This design comes from an exercise in tuning for small area, a short achievable clock period and few clock cycles per item on the open sky130 flow, not from production work.
Function was checked by simulation only, so behaviour that the tests miss may differ from the original.
Power is estimated from default activity; no workload was simulated.

$ cat design.v
module crsf_cmd (
    input  wire       clk,
    input  wire       rst,         
    input  wire       in_valid,
    input  wire [7:0] in_data,
    output wire       in_ready,
    output wire       out_valid,
    output wire [7:0] out_data,
    input  wire       out_ready
);
    localparam [1:0] I_OP = 2'd0, I_LH = 2'd1, I_LL = 2'd2, I_DATA = 2'd3;
    localparam [4:0] W = 5'd21;
    function automatic [7:0] crc8_step(input [7:0] r, input [7:0] d);
        integer k;
        reg [7:0] c;
        begin
            c = r ^ d;
            for (k = 0; k < 8; k = k + 1)
                c = c[7] ? ((c << 1) ^ 8'hD5) : (c << 1);
            crc8_step = c;
        end
    endfunction
    function automatic [4:0] add5(input [4:0] x, input [4:0] y);
        integer i; reg c;
        begin
            c = 1'b0;
            for (i = 0; i < 5; i = i + 1) begin
                add5[i] = x[i] ^ y[i] ^ c;
                c = (x[i] & y[i]) | (c & (x[i] ^ y[i]));
            end
        end
    endfunction
    function automatic [5:0] add6(input [5:0] x, input [5:0] y);
        integer i; reg c;
        begin
            c = 1'b0;
            for (i = 0; i < 6; i = i + 1) begin
                add6[i] = x[i] ^ y[i] ^ c;
                c = (x[i] & y[i]) | (c & (x[i] ^ y[i]));
            end
        end
    endfunction
    function automatic [11:0] add12(input [11:0] x, input [11:0] y);
        integer i; reg c;
        begin
            c = 1'b0;
            for (i = 0; i < 12; i = i + 1) begin
                add12[i] = x[i] ^ y[i] ^ c;
                c = (x[i] & y[i]) | (c & (x[i] ^ y[i]));
            end
        end
    endfunction
    function automatic [15:0] dec16(input [15:0] x);
        integer i; reg b;
        begin
            b = 1'b1;
            for (i = 0; i < 16; i = i + 1) begin
                dec16[i] = x[i] ^ b;
                b = b & ~x[i];
            end
        end
    endfunction
    function automatic [6:0] inc7(input [6:0] x);
        integer i; reg c;
        begin
            c = 1'b1;
            for (i = 0; i < 7; i = i + 1) begin
                inc7[i] = x[i] ^ c;
                c = c & x[i];
            end
        end
    endfunction
    reg  [1:0]   ip;           
    reg          c_nop, c_rst, c_sta, c_ini, c_feed, c_span,
                 c_pack, c_unp, c_u2t, c_t2u, c_ser;
    reg          f;            
    reg  [15:0]  rem;          
    reg  [6:0]   oc;           
    reg  [7:0]   crc;          
    reg  [7:0]   crcacc;       
    reg          st_fault, st_multi;
    reg  [2:0]   st_cause;
    reg  [20:0]  acc;          
    reg  [4:0]   p;            
    reg  [7:0]   hb;           
    reg  [1:0]   cv;           
    reg  [11:0]  res;          
    reg          o_v, s_v;
    reg  [7:0]   o_d, s_d;
    reg          in_rdy;
    reg          h0v, h1v;     
    reg  [7:0]   opq;          
    reg          sw;           
    reg          hq;           
    reg  [7:0]   hd, h1d;
    wire c_zl   = c_nop | c_rst | c_sta | c_ini;
    wire c_crc  = c_feed | c_span;
    wire c_conv = c_u2t | c_t2u;
    wire [7:0] status = {1'b0, st_cause, 2'b00, st_multi, st_fault};
    reg  can_acc;              
    wire in_fire = in_valid & in_rdy;
    wire cons    = h0v & can_acc;
    wire pop     = o_v & out_ready;
    wire [7:0] lo   = hq ? rem[7:0] : hd;    
    wire       nh0  = (rem[15:8] == 8'd0);
    wire       nl0  = nh0 && lo == 8'd0;
    reg  [2:0] hcause;
    always @(*) begin
        hcause = 3'd1;
        if (c_zl)   hcause = nl0 ? 3'd0 : 3'd2;
        if (c_crc)  hcause = 3'd0;
        if (c_pack) hcause = (nh0 && lo == 8'd32) ? 3'd0 : 3'd2;
        if (c_unp)  hcause = (!nh0 || lo >= 8'd22) ? 3'd0 : 3'd2;
        if (c_conv) hcause = (nh0 && lo == 8'd2) ? 3'd0 : 3'd2;
        if (c_ser)  hcause = (nh0 && lo < 8'd2) ? 3'd2 :
                             (!nh0 || lo > 8'd62) ? 3'd4 : 3'd0;
    end
    wire [31:0] accx = {11'd0, acc} >> p;
    wire [10:0] ext  = accx[10:0];
    wire [3:0]  lh = hd[7:4];
    wire [4:0]  sl = add5({1'b0, lh}, {1'b0, hd[3:0]});
    reg  [2:0]  sd, sj;
    always @(*) begin
        case (sl)
            5'd0,  5'd1,  5'd2,  5'd3,  5'd4:  sd = 3'd0;
            5'd5,  5'd6,  5'd7,  5'd8,  5'd9:  sd = 3'd1;
            5'd10, 5'd11, 5'd12, 5'd13, 5'd14: sd = 3'd2;
            5'd15, 5'd16, 5'd17, 5'd18, 5'd19: sd = 3'd3;
            5'd20, 5'd21, 5'd22, 5'd23, 5'd24: sd = 3'd4;
            5'd25, 5'd26, 5'd27, 5'd28, 5'd29: sd = 3'd5;
            default:                           sd = 3'd6;
        endcase
        case (sl)
            5'd0, 5'd5, 5'd10, 5'd15, 5'd20, 5'd25, 5'd30: sj = 3'd0;
            5'd1, 5'd6, 5'd11, 5'd16, 5'd21, 5'd26:        sj = 3'd1;
            5'd2, 5'd7, 5'd12, 5'd17, 5'd22, 5'd27:        sj = 3'd2;
            5'd3, 5'd8, 5'd13, 5'd18, 5'd23, 5'd28:        sj = 3'd3;
            default:                                       sj = 3'd4;
        endcase
    end
    wire [5:0]  lk = add6(add6({1'b0, lh, 1'b0}, {2'b00, lh}), {3'd0, sd});
    reg  [2:0]  ff;
    always @(*) begin
        case (hb[3:0])
            4'd4:    case (sj) 3'd0: ff = 0; 3'd1: ff = 2; 3'd2: ff = 4; 3'd3: ff = 5; default: ff = 7; endcase
            4'd5:    case (sj) 3'd0: ff = 0; 3'd1: ff = 2; 3'd2: ff = 3; 3'd3: ff = 5; default: ff = 6; endcase
            4'd6:    case (sj) 3'd0: ff = 0; 3'd1: ff = 1; 3'd2: ff = 3; 3'd3: ff = 4; default: ff = 6; endcase
            4'd7:    case (sj) 3'd0: ff = 0; 3'd1: ff = 2; 3'd2: ff = 3; 3'd3: ff = 5; default: ff = 7; endcase
            default: case (sj) 3'd0: ff = 0; 3'd1: ff = 1; 3'd2: ff = 3; 3'd3: ff = 5; default: ff = 6; endcase
        endcase
    end
    wire        u_lo = hb[7] | (hb[6:0] < 7'd3) | (hb[6:0] == 7'd3 && !hd[7] && hd[6:4] != 3'b111);
    wire        u_hi = !hb[7] & ((hb[6:0] > 7'd8) | (hb[6:0] == 7'd8 && (hd[7] || hd[6:4] == 3'b111)));
    reg  [2:0]  t_g;
    always @(*) begin
        case (hd[2:0])
            3'd0:    t_g = 3'd0;
            3'd1:    t_g = 3'd1;
            3'd2:    t_g = 3'd1;
            3'd3:    t_g = 3'd2;
            3'd4:    t_g = 3'd3;
            3'd5:    t_g = 3'd3;
            3'd6:    t_g = 3'd4;
            default: t_g = 3'd4;
        endcase
    end
    wire [11:0] cv_s1 = c_u2t ? {1'b0, u_hi, u_lo, lk, ff}
                              : {t_g, 1'b0, hb[2:0], hd[7:3]};
    reg  [11:0] qh;
    always @(*) begin
        case (hb[3:0])
            4'd3:    qh = 12'hF4D;   
            4'd4:    qh = 12'd230;
            4'd5:    qh = 12'd640;
            4'd6:    qh = 12'd1050;
            4'd7:    qh = 12'd1459;
            default: qh = 12'd1869;
        endcase
    end
    wire [11:0] s2a = c_u2t ? qh : {2'd0, res[7:0], 2'd0};
    wire [11:0] s2b = {3'd0, res[8:0]};
    wire [11:0] s2c = c_u2t ? 12'd0 : {9'b001101110, res[11:9]};
    wire [11:0] s2x = s2a ^ s2b ^ s2c;
    wire [11:0] s2y = {(s2a[10:0] & s2b[10:0]) | (s2a[10:0] & s2c[10:0]) | (s2b[10:0] & s2c[10:0]), 1'b0};
    wire [11:0] s2s = s2x + s2y;
    wire [11:0] cv_s2 = !c_u2t ? s2s :
                        res[9] ? 12'd0 : res[10] ? 12'd2047 : {1'b0, s2s[10:0]};
    reg        rp;         
    reg  [7:0] rb;         
    reg        fin;        
    reg        p_pop8;     
    reg        p_pop11;    
    reg  [7:0] rlen;
    wire [5:0] nl2 = add6({1'b0, hb[6:1]}, 6'd1);    
    always @(*) begin
        rlen = 8'd0;
        if (c_sta | c_crc) rlen = 8'd1;
        if (c_pack)        rlen = 8'd22;
        if (c_unp)         rlen = 8'd32;
        if (c_conv)        rlen = 8'd2;
        if (c_ser)         rlen = {1'b0, nl2, hb[0]};
        if (f)             rlen = 8'd0;
    end
    wire oc_ge5 = (oc >= 7'd5);
    always @(*) begin
        rp = 1'b0; rb = 8'h00; fin = 1'b0;
        p_pop8 = 1'b0; p_pop11 = 1'b0;
        if (oc == 7'd2 || oc == 7'd3) begin
            rp = 1'b1;
        end else if (oc == 7'd4) begin
            rp  = 1'b1;
            rb  = rlen;
            fin = f | c_nop | c_rst | c_ini;
        end else if (oc_ge5) begin
            if (c_sta) begin
                rp = 1'b1; rb = status; fin = 1'b1;
            end
            if (c_crc && ip != I_DATA) begin
                rp = 1'b1; rb = crc; fin = 1'b1;
            end
            if (c_pack && p <= 5'd13) begin
                rp = 1'b1; rb = ext[7:0]; p_pop8 = 1'b1;
                fin = (oc == 7'd26);
            end
            if (c_unp) begin
                if (oc[0]) begin
                    if (p <= 5'd10) begin
                        rp = 1'b1; rb = {5'd0, ext[10:8]};
                    end
                end else begin
                    rp = 1'b1; rb = ext[7:0]; p_pop11 = 1'b1;
                    fin = (oc == 7'd36);
                end
            end
            if (c_conv) begin
                if (oc == 7'd5) begin
                    if (cv == 2'd1) begin
                        rp = 1'b1; rb = {4'd0, cv_s2[11:8]};
                    end
                end else begin
                    rp = 1'b1; rb = cv_s2[7:0]; fin = 1'b1;
                end
            end
            if (c_ser) begin
                if (oc == 7'd6) begin
                    rp = 1'b1; rb = hb;
                end else if (oc != 7'd5 && ip != I_DATA) begin
                    rp = 1'b1; rb = crc; fin = 1'b1;
                end
            end
        end
    end
    always @(*) begin
        can_acc = 1'b1;
        case (ip)
            I_OP: can_acc = 1'b1;
            I_LH: can_acc = 1'b1;
            I_LL: can_acc = !hq && (!sw || !s_v);
            default: if (!f) begin
                if (c_pack) can_acc = !rem[0] || (p >= 5'd11) ||
                                      (p >= 5'd3 && oc_ge5 && p <= 5'd13 && !s_v);
                if (c_unp)  can_acc = (oc == 7'd0) || (p >= 5'd8) ||
                                      (oc_ge5 && !oc[0] && !s_v);
                if (c_t2u)  can_acc = rem[0] || (oc == 7'd1 && !s_v);
                if (c_ser)  can_acc = (oc == 7'd5 || oc >= 7'd7) && !s_v;
            end
        endcase
    end
    wire rpush = rp & !s_v;
    wire do_sw = !sw && (ip == I_LH || ip == I_LL) && oc == 7'd0 && !s_v;
    wire do_ll = sw && ip == I_LL && (hq ? !s_v : cons);
    reg  [1:0]   ip_n;
    reg          f_n;
    reg  [15:0]  rem_n;
    reg  [6:0]   oc_n;
    reg  [7:0]   crc_n, crcacc_n;
    reg          st_fault_n, st_multi_n;
    reg  [2:0]   st_cause_n;
    reg  [20:0]  acc_n;
    reg  [4:0]   p_n;
    reg  [7:0]   hb_n;
    reg  [1:0]   cv_n;
    reg  [11:0]  res_n;
    reg          ipush;        
    reg  [7:0]   ib;
    reg          flt;          
    reg  [2:0]   flt_c;
    reg  [10:0]  pw;
    reg          ins8, ins11;  
    reg  [4:0]   pd;
    always @(*) begin
        ip_n = ip; f_n = f; rem_n = rem; oc_n = oc;
        crc_n = crc; crcacc_n = crcacc;
        st_fault_n = st_fault; st_multi_n = st_multi; st_cause_n = st_cause;
        acc_n = acc; p_n = p; hb_n = hb; cv_n = cv; res_n = res;
        ipush = 1'b0; ib = hd; flt = 1'b0; flt_c = 3'd0;
        ins8 = 1'b0; ins11 = 1'b0;
        pw = hb[7] ? 11'd0 : (|hb[6:3]) ? 11'd2047 : {hb[2:0], hd};
        if (rpush) begin
            oc_n = fin ? 7'd0 : inc7(oc);
            if (fin && c_feed) crcacc_n = crc;
        end
        if (do_sw) begin
            f_n   = 1'b0;
            cv_n  = 2'd0;
            p_n   = W;
            ipush = 1'b1;
            ib    = opq;
            oc_n  = 7'd1;
        end
        if (do_ll) begin
                    rem_n[7:0] = lo;
                    hb_n = lo;
                    ip_n = nl0 ? I_OP : I_DATA;
                    crc_n = c_feed ? crcacc : 8'h00;
                    if (hcause != 3'd0) begin
                        f_n = 1'b1; flt = 1'b1; flt_c = hcause;
                        ipush = 1'b1; ib = {5'd0, hcause};
                        oc_n = 7'd2;
                    end else if (!c_t2u) begin
                        ipush = 1'b1; ib = 8'h00;
                        oc_n = 7'd2;
                        if (c_rst) begin
                            crcacc_n = 8'h00;
                            st_fault_n = 1'b0; st_multi_n = 1'b0; st_cause_n = 3'd0;
                        end
                        if (c_ini) crcacc_n = 8'h00;
                    end
        end
        if (cons) begin
            case (ip)
                I_OP: begin
                    ip_n  = I_LH;
                end
                I_LH: begin
                    rem_n[15:8] = hd;
                    ip_n = I_LL;
                end
                I_LL: begin
                    rem_n[7:0] = hd;
                end
                default: begin  
                    rem_n = rem - 16'd1;
                    if (rem == 16'd1) ip_n = I_OP;
                    if (!f) begin
                        if (c_crc) crc_n = crc8_step(crc, hd);
                        if (c_ser) begin
                            ipush = 1'b1;
                            oc_n  = inc7(oc);
                            if (oc != 7'd5) crc_n = crc8_step(crc, hd);
                        end
                        if (c_pack) begin
                            if (!rem[0]) hb_n = hd;
                            else begin
                                acc_n = {pw, acc[20:11]};
                                ins11 = 1'b1;
                            end
                        end
                        if (c_unp) begin
                            acc_n = {hd, acc[20:8]};
                            ins8  = 1'b1;
                        end
                        if (c_conv) begin
                            if (!rem[0]) begin
                                hb_n = hd;
                                if (c_t2u) begin
                                    ipush = 1'b1;
                                    oc_n  = 7'd2;
                                    if (|hd[7:3]) begin
                                        f_n = 1'b1; flt = 1'b1; flt_c = 3'd3;
                                        ib  = 8'h03;
                                    end else
                                        ib  = 8'h00;
                                end
                            end else begin
                                res_n = cv_s1;
                                cv_n  = 2'd1;
                            end
                        end
                    end
                end
            endcase
        end
        case ({rpush & p_pop8, rpush & p_pop11, ins11, ins8})
            4'b1000: pd = 5'd8;
            4'b0100: pd = 5'd11;
            4'b0010: pd = 5'd21;     
            4'b0001: pd = 5'd24;     
            4'b1010: pd = 5'd29;     
            4'b0101: pd = 5'd3;
            default: pd = 5'd0;
        endcase
        if (!do_sw) p_n = p + pd;
        if (flt) begin
            if (!st_fault) begin
                st_fault_n = 1'b1;
                st_cause_n = flt_c;
            end else
                st_multi_n = 1'b1;
        end
    end
    wire       push = rpush | ipush;
    wire [7:0] pb   = ipush ? ib : rb;
    always @(posedge clk) begin
        if (rst) begin
            ip <= I_OP; f <= 1'b0; rem <= 16'd0;
            oc <= 7'd0; crc <= 8'h00; crcacc <= 8'h00;
            st_fault <= 1'b0; st_multi <= 1'b0; st_cause <= 3'd0;
            p <= W; cv <= 2'd0;
            o_v <= 1'b0; s_v <= 1'b0;
            in_rdy <= 1'b1;
            h0v <= 1'b0; h1v <= 1'b0;
            sw <= 1'b1; hq <= 1'b0;
        end else begin
            if (cons && ip == I_OP) sw <= 1'b0;
            else if (do_sw) sw <= 1'b1;
            if (do_ll) hq <= 1'b0;
            else if (cons && ip == I_LL) hq <= 1'b1;
            ip <= ip_n; f <= f_n; rem <= rem_n;
            oc <= oc_n; crc <= crc_n; crcacc <= crcacc_n;
            st_fault <= st_fault_n; st_multi <= st_multi_n; st_cause <= st_cause_n;
            p <= p_n; cv <= cv_n;
            if (!h0v || cons) begin
                h0v <= h1v | in_fire;
                h1v <= 1'b0;
                in_rdy <= 1'b1;
            end else if (in_fire) begin
                h1v <= 1'b1;
                in_rdy <= 1'b0;
            end
            if (!o_v || out_ready) begin
                o_v <= s_v | push;
                s_v <= s_v & push;
            end else if (push)
                s_v <= 1'b1;
        end
    end
    always @(posedge clk) begin
        if (cons && ip == I_OP) opq <= hd;
        if (do_sw) begin
            c_nop  <= (opq == 8'h00);
            c_rst  <= (opq == 8'h01);
            c_sta  <= (opq == 8'h02);
            c_ini  <= (opq == 8'h10);
            c_feed <= (opq == 8'h11);
            c_span <= (opq == 8'h12);
            c_pack <= (opq == 8'h20);
            c_unp  <= (opq == 8'h21);
            c_u2t  <= (opq == 8'h22);
            c_t2u  <= (opq == 8'h23);
            c_ser  <= (opq == 8'h40);
        end
    end
    always @(posedge clk) begin
        acc <= acc_n; hb <= hb_n; res <= res_n;
        if (!h0v || cons) hd <= h1v ? h1d : in_data;
        if (!h1v) h1d <= in_data;
        if (!o_v || out_ready) o_d <= s_v ? s_d : pb;
        if (!s_v) s_d <= pb;
    end
    assign in_ready  = in_rdy;
    assign out_valid = o_v;
    assign out_data  = o_d;
endmodule
$ cat flow/run.sh
#!/bin/bash
# Standard layout, with timing repair aimed below the clock period and
# plain buffers on the ports.
set -euo pipefail
bash standard.sh SETUP_SLACK_MARGIN=12 "BUFFER_PORTS_ARGS=-buffer_cell sky130_fd_sc_hd__buf_4" finish > standard.log 2>&1
$ cat standard.sh
#!/bin/bash
# synth_recipe.tcl (not shown) runs the flow's synth.tcl, then flattens the netlist and writes it again
# the make line also repeats each setting of config.mk as NAME=value (left out here)
make -C /OpenROAD-flow-scripts/flow DESIGN_CONFIG=/design/flow/config.mk WORK_HOME=/design/flow/orfs CLKGATE_MAP_FILE= SYNTH_SCRIPT=/design/flow/synth_recipe.tcl "${@:-finish}"
$ cat config.mk
export PLATFORM = sky130hd
export DESIGN_NAME = crsf_cmd
export DESIGN_NICKNAME = crsf_cmd
export VERILOG_FILES = /design/flow/design.v
export SDC_FILE = /design/flow/constraint.sdc
export NUM_CORES = 4
export LEC_CHECK = 0
export CAP_MARGIN = 20
export CORE_MARGIN = 2
export CORE_UTILIZATION = 40
export SLEW_MARGIN = 20
$ cat constraint.sdc
create_clock -name core_clock -period 16.0 [get_ports {clk}]
set_input_delay 3.2000 -clock core_clock [delete_from_list [all_inputs] [get_ports {clk}]]
set_output_delay 3.2000 -clock core_clock [all_outputs]
set_load 0.01 [all_outputs]
==> results of run 1 <==
kinds of logic after synthesis:
family	share of synthesized area, %
adder cells (fa/ha/maj)	7.74
multiplexers	9.56
flip-flops	33.1
buffers and inverters	5.05
AND/OR/NAND/NOR	19.4
XOR/XNOR	3.95
AO/OA/AOI/OAI	21.2
placed cells by master (no fill, tap or decap), types with 12 or more instances in the layout:
cell	Yosys	final
sky130_fd_sc_hd__clkbuf_16	0	18
sky130_fd_sc_hd__xor2_1	18	18
sky130_fd_sc_hd__edfxtp_1	68	68
sky130_fd_sc_hd__and3_1	17	17
sky130_fd_sc_hd__nor2_1	147	142
sky130_fd_sc_hd__nand3_1	30	30
sky130_fd_sc_hd__buf_4	2	52
sky130_fd_sc_hd__o211ai_1	15	15
sky130_fd_sc_hd__o31ai_1	24	23
sky130_fd_sc_hd__mux2_2	25	25
sky130_fd_sc_hd__xnor2_1	33	32
sky130_fd_sc_hd__inv_1	56	54
sky130_fd_sc_hd__nor3_1	33	32
sky130_fd_sc_hd__dfxtp_1	85	78
sky130_fd_sc_hd__a21oi_1	73	71
sky130_fd_sc_hd__mux4_2	20	20
sky130_fd_sc_hd__o221ai_1	16	16
sky130_fd_sc_hd__or3_1	12	12
sky130_fd_sc_hd__nand3b_1	12	12
sky130_fd_sc_hd__o21ai_0	69	66
sky130_fd_sc_hd__nand2_1	123	121
sky130_fd_sc_hd__nor2b_1	16	12
sky130_fd_sc_hd__ha_1	50	44
sky130_fd_sc_hd__a31oi_1	24	24
sky130_fd_sc_hd__mux2i_1	35	35
how the worst max path moves through the flow:
stage,startpoint,to,slack [ns]
after floorplan,hd[4]$_DFFE_PP_,res[7]$_DFFE_PP_,11.96
after global placement,ip[1]$_SDFF_PP0_,o_d[3]$_DFFE_PN_,11.31
after detailed placement,ip[1]$_SDFF_PP0_,o_d[3]$_DFFE_PN_,11.29
after CTS,o_d[2]$_DFFE_PN_,out_data[2],11.80
after global routing,o_d[1]$_DFFE_PN_,out_data[1],11.78
final,o_d[2]$_DFFE_PN_,out_data[2],11.80
power groups by stage:
stage | clock network [W] | registers [W] | logic (W)
6_report | 0.000428 | 0.000482 | 0.000339
5_1_grt | 0.000447 | 0.000485 | 0.000375
4_1_cts | 0.000432 | 0.000477 | 0.000322
3_5_place_dp | 0 | 0.000490 | 0.000301
3_3_place_gp | 0 | 0.000489 | 0.000299
2_1_floorplan | 0 | 0.000458 | 0.000243
stage by stage:
| stage | util [%] | setup slack, ns | total power (W) | instances | cell area (µm²) |
|---|---|---|---|---|---|
| final | 46.2 | 11.80 | 0.00125 | 1685 | 12900 |
| after floorplan | - | 11.96 | 0.000700 | 1297 | 11400 |
| after global placement | 42.1 | 11.31 | 0.000788 | 1621 | 11700 |
| after detailed placement | 42.1 | 11.29 | 0.000791 | 1621 | 11700 |
| after CTS | 45.5 | 11.80 | 0.00123 | 1676 | 12700 |
| after global routing | 46.2 | 11.78 | 0.00131 | 1685 | 12900 |
cell type report:
class / instances / share of cell area, %
clock buffer: 17 / 3.31
clock inverter: 15 / 1.52
inverter: 59 / 1.75
multi-input combinational: 997 / 55.9
sequential: 153 / 29.2
tap: 378 / 3.68
timing repair buffer: 66 / 4.60
layer usage:
metal	global-route usage, %	part of all wire, %	up-vias
met5	0	0	-
met1	35.1	46	4878
li1	-	-	4816
met2	36.7	44	486
met4	6.32	1.9	0
met3	4.14	8.2	54
sequential cells by signal, indices dropped and copies added, names as in the netlist, 2 cells and up:
register,flops
rem,16
crcacc,8
st_cause,3
h1d,8
s_d,8
oc,7
crc,8
ip,2
hd,8
hb,8
opq,8
acc,21
cv,2
res,12
p,5
o_d,8
repair_timing:
item	4_1_cts	5_1_grt
pin swaps	4	9
endpoints found under the hold margin	0	0
endpoints found under the setup margin	46	34
cloned	1	1
resized for setup	37	24
buffers inserted	22	8
==> impl_metrics.env, run 1 <==
export IMPL_outcome="finished clean"
export IMPL_grt_antenna_before_repair=0
export IMPL_cts_max_path_buffers=2
export IMPL_die_area_mm2=0.0297
export IMPL_worstReg2RegStart="c_u2t$_DFFE_PP_"
export IMPL_cts_tree="yes"
export IMPL_critical_path_reg2reg_endpoint="o_d[2]$_DFFE_PN_"
export IMPL_power_static_leakage_nw=4.78
export IMPL_remaining_drc_errors=0
export IMPL_vdd_ir_drop_max_mv=0.0611
export IMPL_finalMaxSlewViolations=0
export IMPL_netSwitchingPower_w=0.000443
export IMPL_worstSkewPairLatency_ns=0.45
export IMPL_synthDominantCellAreaShare_pct=18.0
export IMPL_path_buf_inv=1
export IMPL_grt_max_degree=48
export IMPL_arrival_ns=1.00
export IMPL_cap_violations=0
export IMPL_switching_share_pct=35.4
export IMPL_initial_core_util_pct=40.6
export IMPL_area_growth_pct=13.6
export IMPL_number_of_global_route_vias_before_repair=9568
export IMPL_synth_seq_area_share_pct=33.1
export IMPL_rsz0062_at_grt="true"
export IMPL_core_mm2=0.0279
export IMPL_place_port_buffers=21
export IMPL_post_dp_hpwl_mm=24.6
export IMPL_p_seq_share_pct=38.5
export IMPL_timing_hold_worst_class="register to register"
export IMPL_vias_per_cell=6.07
export IMPL_maxClockFrequency_ghz=0.238
export IMPL_period_share_pct=26.2
export IMPL_dr_pass1_iters=6
export IMPL_list_of_cells_traversed_by_the_critical_path="buf_6"
export IMPL_hp_start="cv[0]$_SDFF_PP0_"
export IMPL_gr_total_overflow=0
export IMPL_vias=10200
export IMPL_grtUsageTotal_pct=24.0
export IMPL_slew_limit_headroom_pct=41.6
export IMPL_setup_total_negative_slack_ns=0
export IMPL_drtAntennaViolNets=0
export IMPL_drt_iter0_markers=1091
export IMPL_wire_length_of_the_first_global_routing_pass_mm=55.2
export IMPL_area_sequential_mm2=0.00376
export IMPL_cts_sink_count=153
export IMPL_yosys_area_top_type="sky130_fd_sc_hd__edfxtp_1"
export IMPL_post_synth_main_area_contributors="sky130_fd_sc_hd__edfxtp_1, sky130_fd_sc_hd__dfxtp_1, sky130_fd_sc_hd__ha_1"
export IMPL_tritoncts_num_buffers=17
export IMPL_path_depth=1
export IMPL_insertedDiodeCount=0
export IMPL_yosys_warnings=1
export IMPL_cts_root_buffer_cell="sky130_fd_sc_hd__clkbuf_16"
export IMPL_r2r_slack_ns=12.07
export IMPL_syn_area_per_cell_um2=8.73
export IMPL_async_flop_share_pct=0
export IMPL_synthCells=1297
export IMPL_ys_flop_type="sky130_fd_sc_hd__dfxtp_1"
export IMPL_synth_area_mm2=0.0113
export IMPL_hold_path_endpoint="cv[0]$_SDFF_PP0_"
export IMPL_hold_buffers=0
export IMPL_worstPathRequired_ns=12.80
export IMPL_cts_htree_levels=4
export IMPL_finClkSkew_ns=0.0145
export IMPL_cp_start_kind="register"
export IMPL_power_density_mw_per_mm2=97.2
export IMPL_placement_rows=61
export IMPL_worst_slew_pin_slew_ns=0.875
export IMPL_fillers=2691
export IMPL_place_congestion=0.918
export IMPL_chipWidth_um=172
export IMPL_fin_crit_ns=4.20
export IMPL_kind_of_capture_point_of_the_worst_setup_path="primary output"
export IMPL_synthTopCellsByCount="sky130_fd_sc_hd__nor2_1, sky130_fd_sc_hd__nand2_1, sky130_fd_sc_hd__dfxtp_1"
export IMPL_p_int_w=0.000807
export IMPL_synth_most_common_cell="sky130_fd_sc_hd__nor2_1"
export IMPL_hold_viol_final=0
export IMPL_clock_share_of_power_pct=34.3
export IMPL_total_wire_length_mm=35.0
export IMPL_worst_hold_slack_ns=0.457
export IMPL_timing_reg2reg_worst_path_depth=16
export IMPL_power_share_combinational_pct=27.2
export IMPL_critPathMaxFanout=1
export IMPL_setup_violators_final=0
export IMPL_synth_ff_latch_count=153
export IMPL_path_delay_family="flip-flops"
export IMPL_clkSlewWorstSetupHoldPaths_ns=0.07
export IMPL_number_of_flops_mapped_to_enable_cells_by_yosys=68
export IMPL_worst_hold_path_num_cells=2
export IMPL_post_synth_num_cell_types=89
export IMPL_final_net_count=1368
export IMPL_maximum_single_stage_delay_on_the_critical_path_ns=0.42
export IMPL_io_pins=22
export IMPL_critical_path_class="register to primary output"
export IMPL_wl_per_cell_um=20.8
export IMPL_multi_input_area_mm2=0.00719
export IMPL_drive_above_1_share_pct=15.6
export IMPL_dieHeight_um=172
export IMPL_crit_path_top_delay_cell="sky130_fd_sc_hd__edfxtp_1"
export IMPL_synth_net_count=1371
Testbench counts, summed over its fixed seeds: cycles 109,743, cmds 4,800.
==> inputs of run 2 (changes only) <==
==> flow/run.sh (replaced) <==
#!/bin/bash
# Standard layout, with timing repair aimed below the clock period and
# plain buffers on the ports.
set -euo pipefail
bash standard.sh SETUP_SLACK_MARGIN=11.7 "BUFFER_PORTS_ARGS=-buffer_cell sky130_fd_sc_hd__buf_4" finish > standard.log 2>&1
==> run 2 against run 1 <==
Sequential power decreased by 2%. Still clean on timing, DRC and antenna. Register-to-register slack got worse by 0.19 ns. Die area unchanged. Non-clock buffer count decreased by 1. Highest routed layer unchanged. Sequential share of layout area increased by 0.37 points. Largest cell class unchanged. Area after synthesis unchanged.
==> impl_metrics.env, run 2 <==
export IMPL_outcome="finished clean"
export IMPL_drtAntennaViolNets=0
export IMPL_crit_path_top_delay_cell="sky130_fd_sc_hd__edfxtp_1"
export IMPL_cts_tree="yes"
export IMPL_place_congestion=0.942
export IMPL_wl_per_cell_um=20.4
export IMPL_yosys_warnings=1
export IMPL_chipWidth_um=172
export IMPL_gr_total_overflow=0
export IMPL_number_of_flops_mapped_to_enable_cells_by_yosys=68
export IMPL_insertedDiodeCount=0
export IMPL_worst_setup_path_endpoint="out_data[1]"
export IMPL_timing_hold_worst_class="register to register"
export IMPL_finClkSkew_ns=0.0126
export IMPL_critical_path_class="register to primary output"
export IMPL_post_synth_num_cell_types=89
export IMPL_synthCells=1297
export IMPL_period_share_pct=25.9
export IMPL_total_wire_length_mm=34.3
export IMPL_kind_of_capture_point_of_the_worst_setup_path="primary output"
export IMPL_number_of_global_route_vias_before_repair=9472
export IMPL_vias=10200
export IMPL_path_delay_family="flip-flops"
export IMPL_power_density_mw_per_mm2=95.7
export IMPL_path_depth=1
export IMPL_critPathMaxFanout=1
export IMPL_post_synth_main_area_contributors="sky130_fd_sc_hd__edfxtp_1, sky130_fd_sc_hd__dfxtp_1, sky130_fd_sc_hd__ha_1"
export IMPL_async_flop_share_pct=0
export IMPL_cts_max_path_buffers=2
export IMPL_yosys_area_top_type="sky130_fd_sc_hd__edfxtp_1"
export IMPL_post_dp_hpwl_mm=24.2
export IMPL_initial_core_util_pct=40.6
export IMPL_r2r_slack_ns=11.88
export IMPL_hold_buffers=0
export IMPL_worst_hold_path_num_cells=2
export IMPL_grt_antenna_before_repair=0
export IMPL_worstPathRequired_ns=12.80
export IMPL_synthDominantCellAreaShare_pct=18.0
export IMPL_core_mm2=0.0279
export IMPL_vias_per_cell=6.04
export IMPL_most_common_cell_after_layout_fill_and_taps_aside="sky130_fd_sc_hd__nor2_1"
export IMPL_timing_reg2reg_worst_path_depth=16
export IMPL_io_pins=22
export IMPL_pre_cts_ws_ns=11.12
export IMPL_worst_slew_pin_slew_ns=0.828
export IMPL_biggestRegsByFlops="acc: 21 flops, rem: 16 flops, res: 12 flops"
export IMPL_place_port_buffers=21
export IMPL_vdd_ir_drop_max_mv=0.0705
export IMPL_clkSlewWorstSetupHoldPaths_ns=0.07
export IMPL_final_net_count=1367
export IMPL_worstSkewPairLatency_ns=0.44
export IMPL_path_buf_inv=1
export IMPL_ys_flop_type="sky130_fd_sc_hd__dfxtp_1"
export IMPL_slew_limit_headroom_pct=44.7
export IMPL_synth_most_common_cell="sky130_fd_sc_hd__nor2_1"
export IMPL_placed_cells=1623
export IMPL_finalMaxSlewViolations=0
export IMPL_layout_cells_most_common_list="sky130_fd_sc_hd__nor2_1, sky130_fd_sc_hd__nand2_1, sky130_fd_sc_hd__dfxtp_1"
export IMPL_worst_setup_startpoint="o_d[1]$_DFFE_PN_"
export IMPL_maxClockFrequency_ghz=0.241
export IMPL_cp_start_kind="register"
export IMPL_setup_violators_final=0
export IMPL_drive_above_1_share_pct=14.5
export IMPL_tritoncts_num_buffers=17
export IMPL_cap_violations=0
export IMPL_cts_sink_count=153
export IMPL_die_area_mm2=0.0297
export IMPL_dieHeight_um=172
export IMPL_hold_viol_final=0
export IMPL_syn_area_per_cell_um2=8.73
export IMPL_worstReg2RegStart="c_u2t$_DFFE_PP_"
export IMPL_synthTopCellsByCount="sky130_fd_sc_hd__nor2_1, sky130_fd_sc_hd__nand2_1, sky130_fd_sc_hd__dfxtp_1"
export IMPL_remaining_drc_errors=0
export IMPL_dr_pass1_iters=5
export IMPL_power_static_leakage_nw=4.72
export IMPL_synth_ff_latch_count=153
export IMPL_drt_iter0_markers=1076
export IMPL_maximum_single_stage_delay_on_the_critical_path_ns=0.37
export IMPL_grtUsageTotal_pct=23.4
export IMPL_setup_total_negative_slack_ns=0
export IMPL_max_ffs_per_register=21
export IMPL_largest_register="acc"
export IMPL_synth_area_mm2=0.0113
export IMPL_rsz0062_at_grt="true"
export IMPL_cts_root_buffer_cell="sky130_fd_sc_hd__clkbuf_16"
export IMPL_area_growth_pct=11.9
export IMPL_wire_length_of_the_first_global_routing_pass_mm=53.6
export IMPL_cts_htree_levels=4
export IMPL_synth_seq_area_share_pct=33.1
export IMPL_critical_path_reg2reg_endpoint="o_d[2]$_DFFE_PN_"
export IMPL_synth_net_count=1371
export IMPL_least_setup_slack_across_all_paths_after_layout_ns=11.85
export IMPL_final_cells=1684
export IMPL_list_of_cells_traversed_by_the_critical_path="buf_4"
export IMPL_arrival_ns=0.95
export IMPL_grt_max_degree=48
export IMPL_placement_rows=61
export IMPL_fin_crit_ns=4.15
## run 2: cell counts after synthesis
Identical to the previous run, type by type.
## run 2: repair_timing
item                       CTS  global route
setup buffers                7            21
gates resized for setup     10            31
setup endpoints to repair   27            15
gates cloned                 0             1
pin swaps                    1             3
## run 2: final cells by class
type / count / area [µm²]
flip-flops and latches: 153 / 3750
clock inverters: 12 / 98.8
multi-input cells: 997 / 7140
inverters: 59 / 225
repair buffers: 65 / 515
clock buffers: 20 / 468
fillers: 2730 / 15200
well taps: 378 / 473
## run 2: cell families (layout without fill, tap and decap cells)
group	Yosys count	after routing	synth area share, %
and+or+nand+nor	456	456	19.4
AOI/OAI and AO/OA	347	347	21.2
DFF	153	153	33.1
buffers and inverters	147	156	5.05
muxes	80	80	9.56
adders and majority gates	63	63	7.74
xor gates and xnor gates	51	51	3.95
## run 2: stage by stage
step | util, % | hold slack, ns | total power [W] | instance area [µm²]
2_1_floorplan | - | 0.417 | 0.000696 | 11300
3_3_place_gp | 42.1 | 0.441 | 0.000792 | 11700
3_5_place_dp | 42.1 | 0.444 | 0.000794 | 11700
4_1_cts | 44.4 | 0.454 | 0.00119 | 12400
5_1_grt | 45.5 | 0.475 | 0.00127 | 12700
6_report | 45.5 | 0.454 | 0.00121 | 12700
## run 2: where the power goes
| group | internal, W | switching (W) | total [W] |
|---|---|---|---|
| registers | 0.000433 | 0.0000390 | 0.000472 |
| clock network | 0.000216 | 0.000182 | 0.000399 |
| logic | 0.000142 | 0.000200 | 0.000342 |
## run 2: how the worst min path moves through the flow
| stage | endpoint | startpoint | slack [ns] |
|---|---|---|---|
| 2_1_floorplan | s_d[7]$_DFF_P_ | s_d[7]$_DFF_P_ | 0.42 |
| 3_5_place_dp | cv[0]$_SDFF_PP0_ | cv[0]$_SDFF_PP0_ | 0.44 |
| 4_1_cts | cv[0]$_SDFF_PP0_ | cv[0]$_SDFF_PP0_ | 0.45 |
| 5_1_grt | cv[0]$_SDFF_PP0_ | cv[0]$_SDFF_PP0_ | 0.48 |
| 3_3_place_gp | s_d[1]$_DFF_P_ | s_d[1]$_DFF_P_ | 0.44 |
| 6_report | cv[0]$_SDFF_PP0_ | cv[0]$_SDFF_PP0_ | 0.45 |
## run 2: routing by layer
| layer | wire, µm | vias up | GRT usage (%) |
|---|---|---|---|
| met5 | 0 | - | 0 |
| met4 | 484 | 0 | 6.14 |
| met3 | 2410 | 36 | 4.44 |
| met2 | 15500 | 396 | 35.8 |
| met1 | 15900 | 4915 | 33.9 |
| li1 | - | 4819 | - |
==> inputs of run 3 (changes only) <==
==> flow/run.sh (replaced) <==
#!/bin/bash
# Standard layout, with timing repair aimed below the clock period and
# plain buffers on the ports.
set -euo pipefail
bash standard.sh SETUP_SLACK_MARGIN=11.9 "BUFFER_PORTS_ARGS=-buffer_cell sky130_fd_sc_hd__buf_4" finish > standard.log 2>&1
==> run 3 against run 2 <==
Die area did not move. Via count increased by 1.5%. Worst setup slack got worse by 0.025 ns. Critical endpoint unchanged.
==> impl_metrics.env, run 3 <==
export IMPL_path_buf_inv=1
export IMPL_grtUsageTotal_pct=23.8
export IMPL_synth_ff_latch_count=153
export IMPL_maxClockFrequency_ghz=0.239
export IMPL_synth_seq_area_share_pct=33.1
export IMPL_r2r_slack_ns=12.02
export IMPL_drt_iter0_markers=1043
export IMPL_pre_cts_ws_ns=11.34
export IMPL_area_growth_pct=13.7
export IMPL_vias_per_cell=6.12
export IMPL_final_net_count=1369
export IMPL_gr_total_overflow=0
export IMPL_kind_of_capture_point_of_the_worst_setup_path="primary output"
export IMPL_finClkSkew_ns=0.0150
export IMPL_cts_max_path_buffers=2
export IMPL_worstSkewPairLatency_ns=0.44
export IMPL_clkSlewWorstSetupHoldPaths_ns=0.07
export IMPL_outcome="finished clean"
export IMPL_cap_violations=0
export IMPL_rsz0062_at_grt="true"
export IMPL_vias=10300
export IMPL_setup_total_negative_slack_ns=0
export IMPL_async_flop_share_pct=0
export IMPL_slew_limit_headroom_pct=41.6
export IMPL_dieHeight_um=172
export IMPL_arrival_ns=0.98
export IMPL_largest_register="acc"
export IMPL_timing_hold_worst_class="register to register"
export IMPL_dr_pass1_iters=5
export IMPL_period_share_pct=26.1
export IMPL_p_int_w=0.000840
export IMPL_number_of_flops_mapped_to_enable_cells_by_yosys=68
export IMPL_synthDominantCellAreaShare_pct=18.0
export IMPL_list_of_cells_traversed_by_the_critical_path="buf_6"
export IMPL_initial_core_util_pct=40.6
export IMPL_drtAntennaViolNets=0
export IMPL_syn_area_per_cell_um2=8.73
export IMPL_critical_path_class="register to primary output"
export IMPL_finalMaxSlewViolations=0
export IMPL_wl_per_cell_um=20.6
export IMPL_power_density_mw_per_mm2=98.6
export IMPL_post_synth_num_cell_types=89
export IMPL_wire_length_of_the_first_global_routing_pass_mm=54.8
export IMPL_post_synth_main_area_contributors="sky130_fd_sc_hd__edfxtp_1, sky130_fd_sc_hd__dfxtp_1, sky130_fd_sc_hd__ha_1"
export IMPL_yosys_warnings=1
export IMPL_chipWidth_um=172
export IMPL_synthCells=1297
export IMPL_cts_sink_count=153
export IMPL_maximum_single_stage_delay_on_the_critical_path_ns=0.41
export IMPL_place_congestion=0.912
export IMPL_least_setup_slack_across_all_paths_after_layout_ns=11.82
export IMPL_worst_slew_pin_slew_ns=0.875
export IMPL_synth_area_mm2=0.0113
export IMPL_stdcell_area_mm2=0.0129
export IMPL_place_port_buffers=21
export IMPL_worstPathRequired_ns=12.80
export IMPL_clock_share_of_power_pct=35.7
export IMPL_cts_root_buffer_cell="sky130_fd_sc_hd__clkbuf_16"
export IMPL_cp_start_kind="register"
export IMPL_post_dp_hpwl_mm=24.4
export IMPL_ys_flop_type="sky130_fd_sc_hd__dfxtp_1"
export IMPL_p_seq_share_pct=37.8
export IMPL_switching_share_pct=33.8
export IMPL_critPathMaxFanout=1
export IMPL_synth_net_count=1371
export IMPL_yosys_area_top_type="sky130_fd_sc_hd__edfxtp_1"
export IMPL_netSwitchingPower_w=0.000429
export IMPL_power_share_combinational_pct=26.6
export IMPL_layout_cells_most_common_list="sky130_fd_sc_hd__nor2_1, sky130_fd_sc_hd__nand2_1, sky130_fd_sc_hd__dfxtp_1"
export IMPL_hold_buffers=0
export IMPL_tritoncts_num_buffers=17
export IMPL_insertedDiodeCount=0
export IMPL_io_pins=22
export IMPL_vdd_ir_drop_max_mv=0.0698
export IMPL_placement_rows=61
export IMPL_fin_crit_ns=4.18
export IMPL_synthTopCellsByCount="sky130_fd_sc_hd__nor2_1, sky130_fd_sc_hd__nand2_1, sky130_fd_sc_hd__dfxtp_1"
export IMPL_biggestRegsByFlops="acc: 21 flops, rem: 16 flops, res: 12 flops"
export IMPL_power_static_leakage_nw=4.79
export IMPL_remaining_drc_errors=0
export IMPL_most_common_cell_after_layout_fill_and_taps_aside="sky130_fd_sc_hd__nor2_1"
export IMPL_number_of_global_route_vias_before_repair=9640
export IMPL_total_wire_length_mm=34.7
export IMPL_die_area_mm2=0.0297
export IMPL_max_ffs_per_register=21
export IMPL_path_delay_family="flip-flops"
export IMPL_core_mm2=0.0279
export IMPL_setup_violators_final=0
export IMPL_drive_above_1_share_pct=15.9
export IMPL_detailed_place_area_mm2=0.0117
export IMPL_synth_most_common_cell="sky130_fd_sc_hd__nor2_1"
export IMPL_crit_path_top_delay_cell="sky130_fd_sc_hd__edfxtp_1"
export IMPL_cts_htree_levels=4
export IMPL_cts_tree="yes"
export IMPL_grt_antenna_before_repair=0
export IMPL_grt_max_degree=48
export IMPL_hold_viol_final=0
run 3: kinds of logic after synthesis:
family / synth area share, %
simple gates: 19.4
mux: 9.56
flops: 33.1
compound gates: 21.2
xor+xnor: 3.95
buf+inv: 5.05
fa+ha+maj: 7.74
run 3: metrics by stage:
stage | cells | power, W | hold WS (ns) | utilization (%)
after floorplan | 1297 | 0.000700 | 0.417 | -
after global placement | 1622 | 0.000789 | 0.429 | 42.1
after detailed placement | 1622 | 0.000791 | 0.438 | 42.1
after CTS | 1672 | 0.00125 | 0.454 | 45.2
after global routing | 1686 | 0.00133 | 0.480 | 46.2
final | 1686 | 0.00127 | 0.449 | 46.2
run 3: final timing paths:
kind	startpoint	end	cells after the start
setup / recovery	o_d[1]$_DFFE_PN_	out_data[1]	1
hold / removal	s_d[7]$_DFF_P_	s_d[7]$_DFF_P_	2
setup reg to reg	oc[0]$_SDFF_PP0_	o_d[2]$_DFFE_PN_	13
hold reg to reg	s_d[7]$_DFF_P_	s_d[7]$_DFF_P_	2
run 3: layout make-up:
type                       count  area (µm²)
clock buffer                  18         450
clock inverter                14         198
fill                        2695       15000
inverter                      59         225
multi-input combinational    997        7190
sequential                   153        3760
tap                          378         473
timing repair buffer          67         571
run 3: timing repair:
action	in CTS	in global routing
setup buffers	18	13
setup endpoints to repair	40	36
gates resized for setup	25	41
pin swaps	4	8
cloned	0	1
run 3: power groups by stage:
stage               Combinational [W]  Sequential, W  Clock, W
finish                       0.000337       0.000479  0.000452
global route                 0.000374       0.000482  0.000473
CTS                          0.000320       0.000475  0.000458
detailed placement           0.000304       0.000488         0
global placement             0.000302       0.000487         0
floorplan                    0.000242       0.000458         0
run 3: metal layers:
layer	vias to the layer above	GRT usage (%)	wire, µm
met5	-	0	0
met4	0	6.43	767
met3	70	4.67	2660
met2	439	35.9	15400
met1	4991	34.7	15800
li1	4823	-	-
==> inputs of run 4 (changes only) <==
==> flow/run.sh (replaced) <==
#!/bin/bash
# Standard layout, with timing repair aimed below the clock period and
# plain buffers on the ports.
set -euo pipefail
bash standard.sh SETUP_SLACK_MARGIN=11.8 "BUFFER_PORTS_ARGS=-buffer_cell sky130_fd_sc_hd__buf_4" finish > standard.log 2>&1
==> run 4 against run 3 <==
Highest routed layer unchanged. Critical path depth did not move. Register-to-register slack got worse by 0.14 ns. Cell area fell by 1.3%. Clock power fell by 9.3%. Global-route usage fell by 0.24 points. Worst setup slack improved by 0.033 ns. Critical endpoint is now out_data[2]. Sequential share of layout area rose by 0.30 points.
==> impl_metrics.env, run 4 <==
export IMPL_outcome="finished clean"
export IMPL_synth_most_common_cell="sky130_fd_sc_hd__nor2_1"
export IMPL_core_mm2=0.0279
export IMPL_path_delay_family="flip-flops"
export IMPL_least_setup_slack_across_all_paths_after_layout_ns=11.86
export IMPL_dieHeight_um=172
export IMPL_initial_core_util_pct=40.6
export IMPL_netSwitchingPower_w=0.000419
export IMPL_finClkSkew_ns=0.0133
export IMPL_area_growth_pct=12.2
export IMPL_rsz0062_at_grt="true"
export IMPL_number_of_global_route_vias_before_repair=9617
export IMPL_finalMaxSlewViolations=0
export IMPL_crit_path_top_delay_cell="sky130_fd_sc_hd__edfxtp_1"
export IMPL_clock_share_of_power_pct=33.5
export IMPL_synthTopCellsByCount="sky130_fd_sc_hd__nor2_1, sky130_fd_sc_hd__nand2_1, sky130_fd_sc_hd__dfxtp_1"
export IMPL_detailed_place_area_mm2=0.0117
export IMPL_chipWidth_um=172
export IMPL_vias=10200
export IMPL_switching_share_pct=34.2
export IMPL_slew_limit_headroom_pct=43.4
export IMPL_stdcell_area_mm2=0.0127
export IMPL_most_common_cell_after_layout_fill_and_taps_aside="sky130_fd_sc_hd__nor2_1"
export IMPL_syn_area_per_cell_um2=8.73
export IMPL_synth_ff_latch_count=153
export IMPL_cts_max_path_buffers=2
export IMPL_async_flop_share_pct=0
export IMPL_remaining_drc_errors=0
export IMPL_list_of_cells_traversed_by_the_critical_path="buf_4"
export IMPL_largest_register="acc"
export IMPL_grt_max_degree=48
export IMPL_die_area_mm2=0.0297
export IMPL_cts_root_buffer_cell="sky130_fd_sc_hd__clkbuf_16"
export IMPL_total_wire_length_mm=34.7
export IMPL_arrival_ns=0.94
export IMPL_final_cells=1683
export IMPL_ys_flop_type="sky130_fd_sc_hd__dfxtp_1"
export IMPL_hp_start="s_d[1]$_DFF_P_"
export IMPL_cts_htree_levels=4
export IMPL_timing_reg2reg_worst_path_depth=14
export IMPL_setup_total_negative_slack_ns=0
export IMPL_power_static_leakage_nw=4.71
export IMPL_biggestRegsByFlops="acc: 21 flops, rem: 16 flops, res: 12 flops"
export IMPL_maximum_single_stage_delay_on_the_critical_path_ns=0.37
export IMPL_synthCells=1297
export IMPL_post_dp_hpwl_mm=24.4
export IMPL_pre_cts_ws_ns=11.14
export IMPL_wire_length_of_the_first_global_routing_pass_mm=54.0
export IMPL_io_pins=22
export IMPL_hold_path_endpoint="s_d[1]$_DFF_P_"
export IMPL_worstSkewPairLatency_ns=0.43
export IMPL_worst_hold_path_num_cells=2
export IMPL_cp_start_kind="register"
export IMPL_critPathMaxFanout=1
export IMPL_clkSlewWorstSetupHoldPaths_ns=0.06
export IMPL_grtUsageTotal_pct=23.6
export IMPL_p_int_w=0.000806
export IMPL_worst_slew_pin_slew_ns=0.828
export IMPL_synthDominantCellAreaShare_pct=18.0
export IMPL_tritoncts_num_buffers=17
export IMPL_r2r_slack_ns=11.88
export IMPL_timing_hold_worst_class="register to register"
export IMPL_yosys_area_top_type="sky130_fd_sc_hd__edfxtp_1"
export IMPL_cts_sink_count=153
export IMPL_path_buf_inv=1
export IMPL_critical_path_reg2reg_endpoint="o_d[2]$_DFFE_PN_"
export IMPL_final_net_count=1365
export IMPL_hold_viol_final=0
export IMPL_post_synth_num_cell_types=89
export IMPL_gr_total_overflow=0
export IMPL_wl_per_cell_um=20.6
export IMPL_power_share_combinational_pct=27.5
export IMPL_setup_violators_final=0
export IMPL_yosys_warnings=1
export IMPL_drive_above_1_share_pct=14.5
export IMPL_cap_violations=0
export IMPL_place_port_buffers=21
export IMPL_maxClockFrequency_ghz=0.241
export IMPL_synth_net_count=1371
export IMPL_worstReg2RegStart="hb[0]$_DFF_P_"
export IMPL_worstPathRequired_ns=12.80
export IMPL_period_share_pct=25.9
export IMPL_drt_iter0_markers=1127
export IMPL_grt_antenna_before_repair=0
export IMPL_cts_tree="yes"
export IMPL_placement_rows=61
export IMPL_drtAntennaViolNets=0
export IMPL_vdd_ir_drop_max_mv=0.0689
export IMPL_vias_per_cell=6.08
export IMPL_synth_seq_area_share_pct=33.1
export IMPL_number_of_flops_mapped_to_enable_cells_by_yosys=68
export IMPL_post_synth_main_area_contributors="sky130_fd_sc_hd__edfxtp_1, sky130_fd_sc_hd__dfxtp_1, sky130_fd_sc_hd__ha_1"
export IMPL_max_ffs_per_register=21
export IMPL_overall_power_consumption_w=0.00122
export IMPL_dr_pass1_iters=5
export IMPL_kind_of_capture_point_of_the_worst_setup_path="primary output"
export IMPL_p_seq_share_pct=39.0
export IMPL_place_congestion=0.930
export IMPL_placed_cells=1622
export IMPL_synth_area_mm2=0.0113
export IMPL_power_density_mw_per_mm2=96.4
export IMPL_critical_path_class="register to primary output"
export IMPL_fin_crit_ns=4.14
export IMPL_layout_cells_most_common_list="sky130_fd_sc_hd__nor2_1, sky130_fd_sc_hd__nand2_1, sky130_fd_sc_hd__dfxtp_1"
[run 4: changes by cell type in the layout (fill, tap and decap cells not counted), moves of 2 or more]
cell                         previous run  this run
sky130_fd_sc_hd__inv_8                  3         1
sky130_fd_sc_hd__dfxtp_4                2         0
sky130_fd_sc_hd__clkinvlp_4             1         4
sky130_fd_sc_hd__dfxtp_2                9         7
sky130_fd_sc_hd__ha_1                  44        46
sky130_fd_sc_hd__inv_1                 52        55
sky130_fd_sc_hd__clkbuf_1               0         3
sky130_fd_sc_hd__dfxtp_1               74        78
sky130_fd_sc_hd__clkinv_4               0         2
sky130_fd_sc_hd__inv_6                  6         3
sky130_fd_sc_hd__inv_2                  5         2
sky130_fd_sc_hd__buf_4                 55        61
sky130_fd_sc_hd__buf_6                 10         0
[run 4: logic make-up after synthesis]
group                    after synthesis  share of synthesized area [%]
AND/OR/NAND/NOR                      456                           19.4
AO/OA/AOI/OAI                        347                           21.2
flip-flops                           153                           33.1
buffers and inverters                147                           5.05
multiplexers                          80                           9.56
adder cells (fa/ha/maj)               63                           7.74
XOR/XNOR                              51                           3.95
[run 4: through the flow]
stage / hold slack, ns / util (%)
after detailed placement: 0.438 / 42.1
final: 0.450 / 45.6
after floorplan: 0.417 / -
after CTS: 0.450 / 44.7
after global placement: 0.442 / 42.1
after global routing: 0.483 / 45.6
[run 4: how the worst max path moves through the flow]
stage,cells after the start,start,endpoint
finish,1,o_d[2]$_DFFE_PN_,out_data[2]
CTS,16,hd[0]$_DFFE_PP_,res[7]$_DFFE_PP_
detailed placement,16,hd[4]$_DFFE_PP_,res[7]$_DFFE_PP_
floorplan,16,hd[4]$_DFFE_PP_,res[7]$_DFFE_PP_
global placement,16,hd[4]$_DFFE_PP_,res[7]$_DFFE_PP_
global route,14,hb[0]$_DFF_P_,o_d[2]$_DFFE_PN_
[run 4: power by group through the flow]
stage | Clock (W) | Combinational (W) | Sequential (W)
after CTS | 0.000415 | 0.000318 | 0.000474
after detailed placement | 0 | 0.000306 | 0.000487
final | 0.000410 | 0.000337 | 0.000478
after floorplan | 0 | 0.000241 | 0.000458
after global placement | 0 | 0.000303 | 0.000487
after global routing | 0.000429 | 0.000372 | 0.000480
[run 4: what timing repair did]
action	in CTS	in global routing
gates cloned	0	1
hold buffers	0	0
buffers inserted	10	17
pin swaps	1	5
resized for setup	20	27
setup endpoints to repair	33	12
[run 4: area by class of cell]
cell class / instances / area (µm²)
fill: 2700 / 15200
multi-input combinational: 997 / 7170
sequential: 153 / 3750
timing repair buffer: 63 / 503
tap: 378 / 473
clock buffer: 20 / 437
inverter: 59 / 225
clock inverter: 12 / 143
antenna: 1 / 2.50
[run 4: layer usage]
layer	up-vias	global-route usage (%)	share of wire, %	wire (µm)
met5	-	0	0	0
met4	0	6.50	2.2	748
met3	52	3.00	7.5	2600
met2	464	36.0	44	15400
met1	4909	34.9	46	16000
li1	4807	-	-	-
==> inputs of run 5 (changes only) <==
--- a/design.v
+++ b/design.v
@@ -73,4 +73,7 @@
     reg  [1:0]   ip;           
-    reg          c_nop, c_rst, c_sta, c_ini, c_feed, c_span,
-                 c_pack, c_unp, c_u2t, c_t2u, c_ser;
+    reg  [3:0]   kc;           
+    wire         c_nop  = (kc == 4'd1), c_rst  = (kc == 4'd2), c_sta  = (kc == 4'd3),
+                 c_ini  = (kc == 4'd4), c_feed = (kc == 4'd5), c_span = (kc == 4'd6),
+                 c_pack = (kc == 4'd7), c_unp  = (kc == 4'd8), c_u2t  = (kc == 4'd9),
+                 c_t2u  = (kc == 4'd10), c_ser = (kc == 4'd11);
     reg          f;            
@@ -405,6 +408,5 @@
         if (rst) begin
-            ip <= I_OP; f <= 1'b0; rem <= 16'd0;
-            oc <= 7'd0; crc <= 8'h00; crcacc <= 8'h00;
+            ip <= I_OP;
+            oc <= 7'd0; crcacc <= 8'h00;
             st_fault <= 1'b0; st_multi <= 1'b0; st_cause <= 3'd0;
-            p <= W; cv <= 2'd0;
             o_v <= 1'b0; s_v <= 1'b0;
@@ -418,6 +420,5 @@
             else if (cons && ip == I_LL) hq <= 1'b1;
-            ip <= ip_n; f <= f_n; rem <= rem_n;
-            oc <= oc_n; crc <= crc_n; crcacc <= crcacc_n;
+            ip <= ip_n;
+            oc <= oc_n; crcacc <= crcacc_n;
             st_fault <= st_fault_n; st_multi <= st_multi_n; st_cause <= st_cause_n;
-            p <= p_n; cv <= cv_n;
             if (!h0v || cons) begin
@@ -440,13 +441,16 @@
         if (do_sw) begin
-            c_nop  <= (opq == 8'h00);
-            c_rst  <= (opq == 8'h01);
-            c_sta  <= (opq == 8'h02);
-            c_ini  <= (opq == 8'h10);
-            c_feed <= (opq == 8'h11);
-            c_span <= (opq == 8'h12);
-            c_pack <= (opq == 8'h20);
-            c_unp  <= (opq == 8'h21);
-            c_u2t  <= (opq == 8'h22);
-            c_t2u  <= (opq == 8'h23);
-            c_ser  <= (opq == 8'h40);
+            case (opq)
+                8'h00:   kc <= 4'd1;
+                8'h01:   kc <= 4'd2;
+                8'h02:   kc <= 4'd3;
+                8'h10:   kc <= 4'd4;
+                8'h11:   kc <= 4'd5;
+                8'h12:   kc <= 4'd6;
+                8'h20:   kc <= 4'd7;
+                8'h21:   kc <= 4'd8;
+                8'h22:   kc <= 4'd9;
+                8'h23:   kc <= 4'd10;
+                8'h40:   kc <= 4'd11;
+                default: kc <= 4'd0;
+            endcase
         end
@@ -455,2 +459,3 @@
         acc <= acc_n; hb <= hb_n; res <= res_n;
+        f <= f_n; rem <= rem_n; crc <= crc_n; p <= p_n; cv <= cv_n;
         if (!h0v || cons) hd <= h1v ? h1d : in_data;
==> flow/run.sh (replaced) <==
#!/bin/bash
# Standard layout, with timing repair aimed below the clock period and
# plain buffers on the ports.
set -euo pipefail
bash standard.sh SETUP_SLACK_MARGIN=12 "BUFFER_PORTS_ARGS=-buffer_cell sky130_fd_sc_hd__buf_4" finish > standard.log 2>&1
==> run 5 against run 4 <==
Synthesized cell count fell by 1.0%. Worst setup slack got worse by 0.031 ns. Critical path type is now register to register. First-iteration DRC count fell by 17%. Sequential power fell by 1%. Area after synthesis fell by 2.6%. Die area fell by 2.6%. Critical endpoint is now res[7]$_DFFE_PP_. Largest cell class unchanged. Non-clock buffer count rose by 42. Final cell count fell by 0.24%.
==> impl_metrics.env, run 5 <==
export IMPL_maximum_single_stage_delay_on_the_critical_path_ns=0.51
export IMPL_io_pins=22
export IMPL_timing_reg2reg_worst_path_depth=19
export IMPL_p_seq_share_pct=36.5
export IMPL_core_mm2=0.0270
export IMPL_chipWidth_um=170
export IMPL_least_setup_slack_across_all_paths_after_layout_ns=11.83
export IMPL_kind_of_capture_point_of_the_worst_setup_path="register"
export IMPL_cts_max_path_buffers=2
export IMPL_cts_tree="yes"
export IMPL_power_static_leakage_nw=5.11
export IMPL_critical_path_reg2reg_endpoint="res[7]$_DFFE_PP_"
export IMPL_slew_limit_headroom_pct=42.0
export IMPL_cts_sink_count=146
export IMPL_hold_buffers=0
export IMPL_synth_area_mm2=0.0110
export IMPL_vias_per_cell=6.09
export IMPL_die_area_mm2=0.0289
export IMPL_synth_net_count=1359
export IMPL_power_density_mw_per_mm2=99.3
export IMPL_timing_hold_worst_class="register to register"
export IMPL_period_share_pct=26.1
export IMPL_crit_path_top_delay_cell="sky130_fd_sc_hd__fa_1"
export IMPL_grt_antenna_before_repair=1
export IMPL_fin_crit_ns=4.17
export IMPL_p_int_w=0.000812
export IMPL_place_congestion=0.973
export IMPL_worstPathRequired_ns=16.21
export IMPL_gr_total_overflow=0
export IMPL_cts_root_buffer_cell="sky130_fd_sc_hd__clkbuf_16"
export IMPL_place_port_buffers=21
export IMPL_grt_max_degree=36
export IMPL_synth_most_common_cell="sky130_fd_sc_hd__nand2_1"
export IMPL_most_common_cell_after_layout_fill_and_taps_aside="sky130_fd_sc_hd__nand2_1"
export IMPL_yosys_warnings=1
export IMPL_hold_viol_final=0
export IMPL_netSwitchingPower_w=0.000483
export IMPL_wl_per_cell_um=20.9
export IMPL_vdd_ir_drop_max_mv=0.0708
export IMPL_cts_htree_levels=4
export IMPL_initial_core_util_pct=40.8
export IMPL_pre_cts_ws_ns=10.79
export IMPL_clock_share_of_power_pct=31.8
export IMPL_worstSkewPairLatency_ns=0.45
export IMPL_drt_iter0_markers=935
export IMPL_worst_slew_pin_slew_ns=0.866
export IMPL_synth_ff_latch_count=146
export IMPL_clkSlewWorstSetupHoldPaths_ns=0.08
export IMPL_worstReg2RegStart="hd[4]$_DFFE_PP_"
export IMPL_yosys_area_top_type="sky130_fd_sc_hd__edfxtp_1"
export IMPL_critical_path_class="register to register"
export IMPL_number_of_global_route_vias_before_repair=9517
export IMPL_maxClockFrequency_ghz=0.240
export IMPL_outcome="finished clean"
export IMPL_remaining_drc_errors=0
export IMPL_tritoncts_num_buffers=17
export IMPL_dieHeight_um=170
export IMPL_post_synth_main_area_contributors="sky130_fd_sc_hd__edfxtp_1, sky130_fd_sc_hd__dfxtp_1, sky130_fd_sc_hd__ha_1"
export IMPL_rsz0062_at_grt="true"
export IMPL_largest_register="acc"
export IMPL_synthDominantCellAreaShare_pct=18.8
export IMPL_finClkSkew_ns=0.0138
export IMPL_async_flop_share_pct=0
export IMPL_number_of_flops_mapped_to_enable_cells_by_yosys=69
export IMPL_max_ffs_per_register=21
export IMPL_dr_pass1_iters=5
export IMPL_critPathMaxFanout=5
export IMPL_total_wire_length_mm=35.0
export IMPL_worst_hold_slack_ns=0.434
export IMPL_synth_seq_area_share_pct=32.8
export IMPL_arrival_ns=4.38
export IMPL_switching_share_pct=37.3
export IMPL_overall_power_consumption_w=0.00129
export IMPL_worst_hold_path_num_cells=2
export IMPL_finalMaxSlewViolations=0
export IMPL_power_share_combinational_pct=31.7
export IMPL_area_growth_pct=18.3
export IMPL_vias=10200
export IMPL_biggestRegsByFlops="acc: 21 flops, rem: 16 flops, res: 12 flops"
export IMPL_drtAntennaViolNets=0
export IMPL_synthTopCellsByCount="sky130_fd_sc_hd__nand2_1, sky130_fd_sc_hd__nor2_1, sky130_fd_sc_hd__a21oi_1"
export IMPL_placement_rows=60
export IMPL_setup_violators_final=0
export IMPL_layout_cells_most_common_list="sky130_fd_sc_hd__nand2_1, sky130_fd_sc_hd__nor2_1, sky130_fd_sc_hd__buf_4"
export IMPL_hold_path_endpoint="cv[1]$_DFF_P_"
export IMPL_synthCells=1284
export IMPL_syn_area_per_cell_um2=8.58
export IMPL_cap_violations=0
export IMPL_setup_total_negative_slack_ns=0
export IMPL_r2r_slack_ns=11.83
export IMPL_grtUsageTotal_pct=24.3
export IMPL_ys_flop_type="sky130_fd_sc_hd__dfxtp_1"
export IMPL_post_synth_num_cell_types=91
export IMPL_wire_length_of_the_first_global_routing_pass_mm=54.0
export IMPL_post_dp_hpwl_mm=24.0
export IMPL_drive_above_1_share_pct=19.7
export IMPL_hp_start="cv[1]$_DFF_P_"
export IMPL_cp_start_kind="register"
export IMPL_final_net_count=1399
export IMPL_cp_common_cell="sky130_fd_sc_hd__fa_2"
export IMPL_list_of_cells_traversed_by_the_critical_path="buf_12 -> ha_4 -> fa_2 -> fa_2 -> inv_2 -> fa_2 -> xnor2_2 -> nor2_1 -> a31oi_1 -> o21ai_2 -> ha_2 -> inv_2 -> fa_2 -> fa_2 -> inv_2 -> ha_4 -> inv_2 -> fa_1 -> a21oi_2"
==> run 5: cell types whose count changed in the layout (fill, tap and decap cells not counted), sizes merged, moves of 9 or more <==
cell,delta
nand3,+9
mux2,-10
nor2,-15
o31ai,-10
nand2,+30
o22ai,+21
a21oi,+9
buf,+42
nor3,-11
o221ai,-10
==> run 5: final cells by class <==
type                    count  area [µm²]
clock inverters            15         176
fillers                  2542       14000
clock buffers              17         425
inverters                  48         188
flip-flops and latches    146        3620
repair buffers            105         910
multi-input cells        1006        7290
diodes                      1        2.50
well taps                 341         427
==> run 5: stage by stage <==
| stage | cells | utilization (%) | cell area, µm² |
|---|---|---|---|
| after floorplan | 1284 | - | 11100 |
| after global placement | 1581 | 42.4 | 11500 |
| after detailed placement | 1581 | 42.4 | 11500 |
| after CTS | 1653 | 46.4 | 12500 |
| after global routing | 1678 | 48.2 | 13000 |
| final | 1679 | 48.2 | 13000 |
==> run 5: layer usage <==
layer / global-route usage, % / wire length [µm] / vias up
li1: - / - / 4809
met1: 33.3 / 15400 / 4916
met2: 37.2 / 15900 / 429
met3: 5.72 / 2870 / 71
met4: 9.33 / 896 / 0
met5: 0 / 0 / -
==> run 5: cells by family (layout without fill, tap and decap cells) <==
family          count (synthesis)  in the layout  share of synthesized area, %
xor+xnor                       55             55                          4.37
flops                         146            146                          32.8
compound gates                359            359                          21.8
mux                            69             69                          8.14
buf+inv                       132            185                          4.67
other cells                     0              1                             0
simple gates                  459            459                          20.1
fa+ha+maj                      64             64                          8.13
==> run 5: how the worst max path moves through the flow <==
stage	from	end	cells past startpoint
CTS	o_d[2]$_DFFE_PN_	out_data[2]	1
global route	hd[4]$_DFFE_PP_	res[7]$_DFFE_PP_	19
detailed placement	kc[2]$_DFFE_PP_	o_d[0]$_DFFE_PN_	14
floorplan	hd[4]$_DFFE_PP_	res[7]$_DFFE_PP_	16
finish	hd[4]$_DFFE_PP_	res[7]$_DFFE_PP_	19
global placement	kc[2]$_DFFE_PP_	o_d[0]$_DFFE_PN_	14
==> run 5: worst max-delay path, delay by kind of cell (launching register included) <==
kind,cells,cell delay [ns]
compound gates,3,0.27
buf+inv,5,0.37
xor+xnor,1,0.08
flops,1,0.43
fa+ha+maj,9,2.69
simple gates,1,0.11
==> run 5: power by group through the flow <==
stage	registers (W)	logic (W)	clock network, W
CTS	0.000470	0.000388	0.000418
floorplan	0.000449	0.000303	0
global placement	0.000479	0.000365	0
finish	0.000473	0.000410	0.000412
global route	0.000476	0.000449	0.000434
detailed placement	0.000479	0.000368	0
==> run 5: repair_timing <==
action / in CTS / in global routing
setup buffers: 39 / 25
gates cloned: 1 / 0
hold endpoints to repair: 0 / 0
pin swaps: 10 / 38
endpoints found under the setup margin: 77 / 36
resized for setup: 41 / 69
Testbench counts of run 5, summed over its fixed seeds: cycles 109,743, cmds 4,800.

-- afterwards: timing with drivers on the ports --
How much do the figures lean on ideal ports? The routed layouts below were timed once more, with nothing changed but the port constraints.
Step 1 assumes that a clkbuf_16 drives the clock port and a buf_2 every other input.
Step 2 moves the port delays by t, midway between the first and last clock arrival at a register: inputs arrive t later, outputs are due t later. That takes back most of the time a late clock gives input paths.
Three values: no drivers, after step 1, after step 2; two values: the first two.
| run | t (ns) | setup WS [ns] | worst hold slack (ns) |
|---|---|---|---|
| run 1 | 0.490 | 11.802 / 11.755 / 11.725 | 0.457 / 0.457 / 0.457 |
| run 2 | 0.483 | 11.849 / 11.802 / 11.453 | 0.454 / 0.454 / 0.454 |
| run 3 | 0.479 | 11.824 / 11.776 / 11.530 | 0.449 / 0.449 / 0.449 |
| run 4 | 0.476 | 11.857 / 11.804 / 11.457 | 0.450 / 0.450 / 0.450 |
| run 5 | 0.494 | 11.825 / 11.782 / 11.555 | 0.434 / 0.434 / 0.434 |
After both steps every run listed still meets setup and hold. For run 4, which loses most, drivers alone change the setup slack by -0.053 ns; drivers and shift together by -0.400 ns.
